Background: an optimization exercise with open tools, aiming at small area. Do not read the settings as production practice. In this exercise RTL edits were held to simulation tests only and were not proved equivalent to the original. No driver is modelled on the clock port, so clock power and skew are understated where the tree is cut down; a real chip needs a root buffer or a tree. Power and IR drop assume default switching activity.

## the baseline
==> flow/design.v (excerpt) <==
module cmux_rx (
    input             clk,
    input             rst,
    input             in_valid,
    input      [7:0]  in_data,
    output            pay_valid,
    output     [7:0]  pay_data,
    output            rec_valid,
    output     [1:0]  rec_kind,
    output     [31:0] rec_w0,
    output     [31:0] rec_w1
);
Size in the first run: roughly 52 flip-flops, roughly 87 I/O pins.
Settings: LEC_CHECK=0, CAP_MARGIN=0, CORE_MARGIN=2, CORE_UTILIZATION=40, GPL_TIMING_DRIVEN=0, SLEW_MARGIN=0; clock period 4.0 ns.
standard.sh (not shown) runs the stock make flow with config.mk's settings and CLKGATE_MAP_FILE= SYNTH_SCRIPT=/design/flow/synth_recipe.tcl, a recipe that flattens the netlist after the stock synthesis.
==> flow/flow/run.sh <==
#!/bin/bash
# Standard layout (standard.sh), except:
#  - synthesis maps the logic with an area-oriented ABC script (flow/synth.tcl);
#  - the port buffers use the smallest buffer cell;
#  - buffers ABC may have inserted are removed before placement;
#  - the constant outputs share one tie cell;
#  - the clock gets three clock buffers fed by the clock port instead of an H-tree (flow/cts_one_buffer.tcl).
# Every tool's log stays under orfs/logs/; make's output goes to standard.log.
set -euo pipefail
here=$(pwd)
export FLOW_ABC_SCRIPT=$here/flow/abc_area.script
bash standard.sh SYNTH_SCRIPT=$here/flow/synth.tcl \
  "BUFFER_PORTS_ARGS=-buffer_cell sky130_fd_sc_hd__buf_1" REMOVE_ABC_BUFFERS=1 \
  PRE_CTS_TCL=$here/flow/cts_one_buffer.tcl SKIP_REPAIR_TIE_FANOUT=1 \
  finish > standard.log 2>&1
Other scripts of this flow, unchanged in this note and not shown: flow/flow/abc_area.script, flow/flow/cts_one_buffer.tcl, flow/flow/synth.tcl
Both conditions hold for the baseline: the flow ran to the end and the final layout passed the timing, design-rule and antenna checks.
Relative to the baseline, the following input files were edited for the candidate:
- SLEW_MARGIN now 20, was 0
- CAP_MARGIN now 20, was 0
--- outcome ---
The candidate completed every stage of the flow, and the final layout passed the timing, design-rule and antenna checks.
Routed wire length: the candidate worse than the baseline
The baseline -> the candidate: synthesis-stage register bit count delta 0, exact match
Compared with the baseline, the candidate shows total power density per cell area that has gone down slightly.
Status: cell count parity (the candidate, the baseline)
Changes observed in the candidate relative to the baseline: total number of cells along the worst setup path moved up, final instance area moved up.
In every run of this note, the design's own scripts or RTL, not TritonCTS, make the clock network.

---

Setup of run A:
cmux_rx, a different RTL version from the one above (not shown whole).
For scale: roughly 270 cells after synthesis, about 52 flip-flops, roughly 2800 um^2 of cells after synthesis.
Settings: LEC_CHECK=0, CAP_MARGIN=20, CORE_MARGIN=2, CORE_UTILIZATION=65, GPL_TIMING_DRIVEN=0, SLEW_MARGIN=20; clock period 4.0 ns.
==> flow/flow/run.sh <==
#!/bin/bash
# Standard layout (standard.sh), except:
#  - synthesis maps all the logic, adders included, with an area-oriented
#    ABC script (flow/synth.tcl, flow/abc_area.script; no adder cell mapping);
#  - the port buffers use the smallest buffer cell;
#  - buffers ABC may have inserted are removed before placement;
#  - the constant outputs share one tie cell;
#  - the clock gets three clock buffers fed by the clock port instead of an H-tree (flow/cts_one_buffer.tcl).
# Every tool's log stays under orfs/logs/; make's output goes to standard.log.
set -euo pipefail
here=$(pwd)
export FLOW_ABC_SCRIPT=$here/flow/abc_area.script
bash standard.sh SYNTH_SCRIPT=$here/flow/synth.tcl ADDER_MAP_FILE= \
  "BUFFER_PORTS_ARGS=-buffer_cell sky130_fd_sc_hd__buf_1" REMOVE_ABC_BUFFERS=1 \
  PRE_CTS_TCL=$here/flow/cts_one_buffer.tcl SKIP_REPAIR_TIE_FANOUT=1 \
  finish > standard.log 2>&1
==> flow/flow/abc_area.script <==
&get -n
&st
&dch
&nf -R 1000 -p -E 10
&st
&syn2
&dch
&nf -R 1000 -p -E 10
&st
&syn2
&dch
&nf -R 1000 -p -E 10
&st
&syn2
&dch
&nf -R 1000 -p -E 10
&st
&syn2
&dch
&nf -R 1000 -p -E 10
&put
Other scripts of this flow, unchanged in this note and not shown: flow/flow/cts_one_buffer.tcl, flow/flow/synth.tcl
The inputs of run B differ from those of run A as listed below.
diff --git a/flow/flow/run.sh b/flow/flow/run.sh
--- a/flow/flow/run.sh
+++ b/flow/flow/run.sh
@@ -3,2 +3 @@
-#  - synthesis maps all the logic, adders included, with an area-oriented
-#    ABC script (flow/synth.tcl, flow/abc_area.script; no adder cell mapping);
+#  - synthesis maps the logic with an area-oriented ABC script (flow/synth.tcl);
@@ -13 +12 @@
-bash standard.sh SYNTH_SCRIPT=$here/flow/synth.tcl ADDER_MAP_FILE= \
+bash standard.sh SYNTH_SCRIPT=$here/flow/synth.tcl \
==> flow/flow/abc_area.script <==
&get -n
&st
&dch
&nf -R 1000 -p
&st
&syn2
&dch
&nf -R 1000 -p
&st
&syn2
&dch
&nf -R 1000 -p
&put
diff --git a/flow/config.mk b/flow/config.mk
--- a/flow/config.mk
+++ b/flow/config.mk
@@ -10 +10 @@
-export CORE_UTILIZATION = 65
+export CORE_UTILIZATION = 40
Notes after the runs:
Compared with run A, in run B post-route worst hold slack up 62 ps; maximum clock frequency down 5.0 MHz. The final period demand of the worst path of run B exceeds that of run A by 50 ps.
Modified inputs, run C compared to run B
diff --git a/flow/flow/run.sh b/flow/flow/run.sh
--- a/flow/flow/run.sh
+++ b/flow/flow/run.sh
@@ -3 +3,2 @@
-#  - synthesis maps the logic with an area-oriented ABC script (flow/synth.tcl);
+#  - synthesis maps all the logic, adders included, with an area-oriented
+#    ABC script (flow/synth.tcl, flow/abc_area.script; no adder cell mapping);
@@ -12 +13 @@
-bash standard.sh SYNTH_SCRIPT=$here/flow/synth.tcl \
+bash standard.sh SYNTH_SCRIPT=$here/flow/synth.tcl ADDER_MAP_FILE= \
==> flow/flow/abc_area.script <==
&get -n
&st
&dch
&nf -R 1000 -p -E 10
&st
&syn2
&dch
&nf -R 1000 -p -E 10
&st
&syn2
&dch
&nf -R 1000 -p -E 10
&st
&syn2
&dch
&nf -R 1000 -p -E 10
&st
&syn2
&dch
&nf -R 1000 -p -E 10
&put
==> summary.txt <==
Lower setup slack was reported by run B, not run C.
[compare] base=run B new=run C: count of filler cells inserted in the layout moved up, leakage power summed over all cells went down, measured slew at the worst slew-check pin rose by 28 ps.
STATUS hold slack: run C loses against run B
| number of buffers and inverters on the critical path | run C vs run B | 1 higher |
Against run B as the reference, run C delivers a lower via count.
No run of this note takes its clock network from TritonCTS; it comes from the design's own scripts or RTL.

afterwards: timing with drivers on the ports:
The flow's constraints put no driver on any port. The routed layouts listed below were extracted and timed again, unchanged, in two steps. Step 1 sets driving cells, clkbuf_16 on the clock port and buf_2 on the other inputs (assumed; they add their load-dependent delay and slew). Step 2 moves the port delays by t, midway between the first and last clock arrival at a register: inputs arrive t later, outputs are due t later. That takes back most of the time a late clock gives input paths. Three values: ideal, step 1, step 2; two values: the first two.
run	t, ns	setup slack, ns	worst hold slack (ns)	worst setup path at the end	worst slew at a driven data input, ns
the baseline	0.209	0.532 / 0.485 / 0.695	0.588 / 0.588 / 0.588	register to output	0.04
the candidate	0.210	0.839 / 0.792 / 0.837	0.585 / 0.585 / 0.585	input to output	0.04
run A	0.208	0.863 / 0.837 / 0.837	0.560 / 0.560 / 0.560	input to output	0.03
run B	0.206	0.813 / 0.767 / 0.801	0.622 / 0.622 / 0.622	input to output	0.03
run C	0.208	0.820 / 0.795 / 0.795	0.567 / 0.567 / 0.567	input to output	0.03
After both steps every run listed still meets setup and hold. For run A, which loses most, drivers alone change the setup slack by -0.026 ns; drivers and shift together by -0.026 ns.
